Background: an optimization exercise with open tools, aiming at small area and few clock cycles. Do not read the settings as production practice.
The RTL was checked by simulation tests, not by an equivalence proof against the original design.

==> juniper: inputs <==
==> flow/design.v <==
module mnp_crc_step (
    input  wire [15:0] crc_in,
    input  wire [7:0]  octet,
    output wire [15:0] crc_out
);
    wire [7:0] d = crc_in[7:0] ^ octet;
    wire       p = ^d;
    assign crc_out = {8'h00, crc_in[15:8]}
                   ^ {d, 6'b0} ^ {1'b0, d, 7'b0}
                   ^ {p, p, 13'b0, p};
endmodule
module mnp_txf (
    input  wire       clk,
    input  wire       rst,
    input  wire       in_valid,
    output wire       in_ready,
    input  wire       in_end,
    input  wire [7:0] in_data,
    output wire       out_valid,
    input  wire       out_ready,
    output reg  [7:0] out_data
);
    localparam [7:0] SYN = 8'h16, DLE = 8'h10, STX = 8'h02, ETX = 8'h03;
    localparam [2:0] T_SYN   = 3'd0,
                     T_DLE   = 3'd1,
                     T_STX   = 3'd2,
                     T_DATA  = 3'd3,
                     T_STUFF = 3'd4,
                     T_ETX   = 3'd5,
                     T_FCSLO = 3'd6,
                     T_FCSHI = 3'd7;
    reg  [2:0]  state;
    reg  [15:0] crc;
    wire in_state = (state == T_SYN) || (state == T_DATA);
    assign out_valid = in_state ? in_valid : 1'b1;
    assign in_ready  = out_ready && (state == T_DATA);
    wire   fire      = out_valid && out_ready;
    reg  [7:0]  crc_octet;
    wire [15:0] crc_next;
    mnp_crc_step u_crc (.crc_in(crc), .octet(crc_octet), .crc_out(crc_next));
    always @* begin
        case (state)
            T_DATA:  crc_octet = in_data;
            T_ETX:   crc_octet = ETX;
            default: crc_octet = crc[7:0];
        endcase
    end
    wire crc_hold = (state == T_STUFF) || (state == T_DATA && in_end);
    always @* begin
        case (state)
            T_SYN:   out_data = SYN;
            T_DLE:   out_data = DLE;
            T_STX:   out_data = STX;
            T_DATA:  out_data = in_end ? DLE : in_data;
            T_STUFF: out_data = DLE;
            T_ETX:   out_data = ETX;
            default: out_data = crc[7:0];
        endcase
    end
    always @(posedge clk) begin
        if (fire && !crc_hold)
            crc <= crc_next;
        if (rst) begin
            state <= T_SYN;
        end else if (fire) begin
            case (state)
                T_SYN:   state <= T_DLE;
                T_DLE:   state <= T_STX;
                T_STX:   state <= T_DATA;
                T_DATA:  state <= in_end ? T_ETX : (in_data == DLE) ? T_STUFF : T_DATA;
                T_STUFF: state <= T_DATA;
                T_ETX:   state <= T_FCSLO;
                T_FCSLO: state <= T_FCSHI;
                default: state <= T_SYN;
            endcase
        end
    end
endmodule
module mnp_rxd (
    input  wire        clk,
    input  wire        rst,
    input  wire        in_valid,
    output wire        in_ready,
    input  wire        in_eos,
    input  wire [7:0]  in_data,
    output wire        out_valid,
    output wire [7:0]  out_data,
    output wire        done_valid,
    output reg  [2:0]  done_status,
    output wire [7:0]  done_kind,
    output wire [7:0]  done_seq,
    output wire [7:0]  done_credit,
    output wire [10:0] done_len
);
    localparam [7:0] SYN = 8'h16, DLE = 8'h10, STX = 8'h02, ETX = 8'h03;
    localparam [2:0] ST_GOOD = 3'd0,
                     ST_CRC  = 3'd1,
                     ST_ESC  = 3'd2,
                     ST_OVF  = 3'd3,
                     ST_EOS  = 3'd4;
    localparam [2:0] R_HUNT0 = 3'd0,
                     R_HUNT1 = 3'd1,
                     R_HUNT2 = 3'd2,
                     R_DATA  = 3'd4,
                     R_ESC   = 3'd5,
                     R_FCS1  = 3'd6,
                     R_FCS2  = 3'd7;
    localparam [3:0] C_OTHER = 4'b0000,
                     C_LR    = 4'b0001,
                     C_LD    = 4'b0010,
                     C_LT    = 4'b0100,
                     C_LA    = 4'b0101,
                     C_P0    = 4'b1000,   
                     C_E1    = 4'b1001,   
                     C_E2    = 4'b1010,   
                     C_T     = 4'b1011,   
                     C_LTW   = 4'b1100,   
                     C_LAW1  = 4'b1101,   
                     C_LAW2  = 4'b1110;   
    reg  [2:0]  state;
    reg  [15:0] crc;
    reg  [10:0] cnt;        
    reg  [3:0]  cls;
    reg  [7:0]  seq;
    reg  [7:0]  credit;
    assign in_ready = 1'b1;
    wire hunt   = !state[2];
    wire is_dle = (in_data == DLE);
    wire is_etx = (in_data == ETX);
    wire full   = cnt[10];    
    wire app = in_valid && !in_eos &&
               ((state == R_DATA && !is_dle) || (state == R_ESC && is_dle));
    wire esc_err = state == R_ESC && !is_dle && !is_etx;
    wire [15:0] crc_next;
    mnp_crc_step u_crc (.crc_in(crc), .octet(in_data), .crc_out(crc_next));
    wire crc_ok = (crc_next == 16'h0000);
    assign out_valid  = app && !full;
    assign out_data   = in_data;
    assign done_valid = in_valid &&
                        (in_eos || esc_err || (app && full) || state == R_FCS2);
    always @* begin
        if (in_eos)
            done_status = ST_EOS;
        else if (state == R_FCS2)
            done_status = crc_ok ? ST_GOOD : ST_CRC;
        else if (esc_err)
            done_status = ST_ESC;
        else
            done_status = ST_OVF;
    end
    wire open_cls = cls[3];
    assign done_kind   = {5'b0, cls[2:0] & {3{!open_cls}}};
    assign done_seq    = seq & {8{!open_cls && cls[2]}};
    assign done_credit = credit & {8{!open_cls && cls[2] && cls[0]}};
    assign done_len    = cnt;
    reg [3:0] cls_next;
    always @* begin
        case (cls)
            C_P0:    cls_next = (in_data == 8'hFF) ? C_E1 : C_T;
            C_E1:    cls_next = C_E2;
            C_E2:    cls_next = C_T;
            C_T: begin
                case (in_data)
                    8'h01:   cls_next = C_LR;
                    8'h02:   cls_next = C_LD;
                    8'h04:   cls_next = C_LTW;
                    8'h05:   cls_next = C_LAW1;
                    default: cls_next = C_OTHER;
                endcase
            end
            C_LTW:   cls_next = C_LT;
            C_LAW1:  cls_next = C_LAW2;
            C_LAW2:  cls_next = C_LA;
            default: cls_next = cls;
        endcase
    end
    always @(posedge clk) begin
        if (hunt) begin
            crc <= 16'h0000;
            cnt <= 11'd0;
            cls <= C_P0;
        end else begin
            if (in_valid && !(state == R_DATA && is_dle))
                crc <= crc_next;
            if (app) begin
                cnt <= cnt + 11'd1;
                cls <= cls_next;
            end
        end
        if (app && (cls == C_LTW || cls == C_LAW1))
            seq <= in_data;
        if (app && cls == C_LAW2)
            credit <= in_data;
        if (rst) begin
            state <= R_HUNT0;
        end else if (in_valid) begin
            if (in_eos) begin
                state <= R_HUNT0;
            end else begin
                case (state)
                    R_HUNT0: state <= (in_data == SYN) ? R_HUNT1 : R_HUNT0;
                    R_HUNT1: state <= is_dle ? R_HUNT2 : R_HUNT0;
                    R_HUNT2: state <= (in_data == STX) ? R_DATA : R_HUNT0;
                    R_DATA:  state <= is_dle ? R_ESC : full ? R_HUNT0 : R_DATA;
                    R_ESC:   state <= is_etx ? R_FCS1 :
                                      (!is_dle || full) ? R_HUNT0 : R_DATA;
                    R_FCS1:  state <= R_FCS2;
                    R_FCS2:  state <= R_HUNT0;
                    default: state <= R_HUNT0;
                endcase
            end
        end
    end
endmodule
module mnp_codec (
    input  wire        clk,
    input  wire        rst,
    input  wire        tx_in_valid,
    output wire        tx_in_ready,
    input  wire        tx_in_end,
    input  wire [7:0]  tx_in_data,
    output wire        tx_out_valid,
    input  wire        tx_out_ready,
    output wire [7:0]  tx_out_data,
    input  wire        rx_in_valid,
    output wire        rx_in_ready,
    input  wire        rx_in_eos,
    input  wire [7:0]  rx_in_data,
    output wire        rx_out_valid,
    output wire [7:0]  rx_out_data,
    output wire        rx_done_valid,
    output wire [2:0]  rx_done_status,
    output wire [7:0]  rx_done_kind,
    output wire [7:0]  rx_done_seq,
    output wire [7:0]  rx_done_credit,
    output wire [10:0] rx_done_len
);
    mnp_txf u_txf (
        .clk(clk), .rst(rst),
        .in_valid(tx_in_valid), .in_ready(tx_in_ready),
        .in_end(tx_in_end), .in_data(tx_in_data),
        .out_valid(tx_out_valid), .out_ready(tx_out_ready),
        .out_data(tx_out_data)
    );
    mnp_rxd u_rxd (
        .clk(clk), .rst(rst),
        .in_valid(rx_in_valid), .in_ready(rx_in_ready),
        .in_eos(rx_in_eos), .in_data(rx_in_data),
        .out_valid(rx_out_valid), .out_data(rx_out_data),
        .done_valid(rx_done_valid), .done_status(rx_done_status),
        .done_kind(rx_done_kind), .done_seq(rx_done_seq),
        .done_credit(rx_done_credit), .done_len(rx_done_len)
    );
endmodule
==> flow/run.sh <==
#!/bin/bash
# synth_recipe.tcl (not shown) runs the flow's synth.tcl, then flattens the netlist and writes it again
# the make line also repeats each setting of config.mk as NAME=value (left out here)
make -C /OpenROAD-flow-scripts/flow DESIGN_CONFIG=/design/flow/config.mk WORK_HOME=/design/flow/orfs CLKGATE_MAP_FILE= SYNTH_SCRIPT=/design/flow/synth_recipe.tcl finish
==> flow/config.mk <==
export PLATFORM = sky130hd
export DESIGN_NAME = mnp_codec
export DESIGN_NICKNAME = mnp_codec
export VERILOG_FILES = /design/flow/design.v
export SDC_FILE = /design/flow/constraint.sdc
export NUM_CORES = 4
export LEC_CHECK = 0
export CAP_MARGIN = 20
export CORE_MARGIN = 2
export CORE_UTILIZATION = 40
export CTS_BUF_LIST = sky130_fd_sc_hd__clkbuf_4
export CTS_CLUSTER_DIAMETER = 100
export CTS_CLUSTER_SIZE = 30
export PLACE_DENSITY = 0.6
export SLEW_MARGIN = 20
==> flow/constraint.sdc <==
create_clock -name core_clock -period 5.0 [get_ports {clk}]
set_input_delay 1.0000 -clock core_clock [delete_from_list [all_inputs] [get_ports {clk}]]
set_output_delay 1.0000 -clock core_clock [all_outputs]
set_load 0.01 [all_outputs]
==> violet (differences from juniper) <==
==> flow/flow/run.sh (new file) <==
#!/bin/bash
# Standard ORFS layout with two changes: port buffers use the smallest
# buffer cell, and clock tree synthesis uses small clock buffers in large
# clusters without dummy loads. Each step's full output goes to its own log.
set -euo pipefail
bash standard.sh \
  "BUFFER_PORTS_ARGS=-buffer_cell sky130_fd_sc_hd__buf_1" \
  "CTS_ARGS=-sink_clustering_enable -repair_clock_nets -buf_list sky130_fd_sc_hd__clkbuf_4 -sink_clustering_size 30 -sink_clustering_max_diameter 100 -dont_use_dummy_load" \
  finish > standard.log 2>&1
==> flow/standard.sh (new file) <==
#!/bin/bash
# synth_recipe.tcl (not shown) runs the flow's synth.tcl, then flattens the netlist and writes it again
# the make line also repeats each setting of config.mk as NAME=value (left out here)
make -C /OpenROAD-flow-scripts/flow DESIGN_CONFIG=/design/flow/config.mk WORK_HOME=/design/flow/orfs CLKGATE_MAP_FILE= SYNTH_SCRIPT=/design/flow/synth_recipe.tcl "${@:-finish}"
- CTS_BUF_LIST: sky130_fd_sc_hd__clkbuf_4 -> unset
- CTS_CLUSTER_DIAMETER: 100 -> unset
- CTS_CLUSTER_SIZE: 30 -> unset
removed: flow/run.sh
==> raven (differences from juniper) <==
- CTS_BUF_LIST: sky130_fd_sc_hd__clkbuf_4 -> unset
- CTS_CLUSTER_DIAMETER: 100 -> unset
- CTS_CLUSTER_SIZE: 30 -> unset
==> notes <==
Register-to-register slack: juniper is better than violet (0.03 ns). Clock skew: raven < juniper < violet. In die area, juniper and raven do not differ. In juniper the utilization is lower than in raven, by 0.42 points. Hold slack, lowest first: raven, violet, juniper. Global-route usage: juniper is higher than violet (2.0 points).
==> figures <==
| metric | juniper | raven | violet |
|---|---|---|---|
| Worst-path clk slew | 0.09 ns | 0.07 ns | 0.07 ns |
| Via count of the first global-routing pass | 3495 | 3501 | 3103 |
| Vias/cell | 5.42 | 5.39 | 5.37 |
| Status | finished clean | finished clean | finished clean |
| Fin crit period | 4.80 ns | 4.80 ns | 4.17 ns |
| Largest stage delay on the critical path | 0.51 ns | 0.51 ns | 0.31 ns |
| Met3 layer wire length in the routed design | 545 µm | 500 µm | 572 µm |
| Area used by multi-input combinational logic | 2300 µm² | 2300 µm² | 2290 µm² |
| Post-route insts no fill | 671 | 671 | 658 |
| Filler Cells Inserted | 1000 | 996 | 1073 |
| Post-layout util | 0.503 | 0.508 | 0.444 |
| Via count | 3637 | 3620 | 3533 |
| Clock network share of area | 0.0302 | 0.0383 | 0.0147 |
Testbench counts of juniper, summed over its fixed seeds: cycles 23,945.
Testbench counts of violet, summed over its fixed seeds: cycles 23,945.
Testbench counts of raven, summed over its fixed seeds: cycles 23,945.

separate check: timing with driven ports:
The flow's constraints put no driver on any port. The routed layouts listed below were extracted and timed again, unchanged, in two steps.
Step 1, drivers: a clkbuf_16 drives clk and a buf_2 each remaining input, both assumed.
Step 2 times the ports against the registers' clock, not the clock port: input delays grow and output delays shrink by t, the midpoint of the rising clock arrivals with the driver on.
Slacks: ideal / step 1 / step 2; pairs: ideal / step 1.
| run | t (ns) | setup slack, ns | worst setup path after step 2 | latest minus earliest clock arrival (ns) | worst slew at a driven data input, ns |
|---|---|---|---|---|---|
| juniper | 0.432 | 0.198 / 0.175 / 0.175 | input to output | 0.021 / 0.021 | 0.04 |
| violet | 0.420 | 0.832 / 0.807 / 0.807 | input to output | 0.036 / 0.036 | 0.04 |
| raven | 0.367 | 0.196 / 0.173 / 0.173 | input to output | 0.013 / 0.014 | 0.04 |
After both steps every run listed still meets setup and hold. For violet, which loses most, drivers alone change the setup slack by -0.025 ns; drivers and shift together by -0.025 ns.
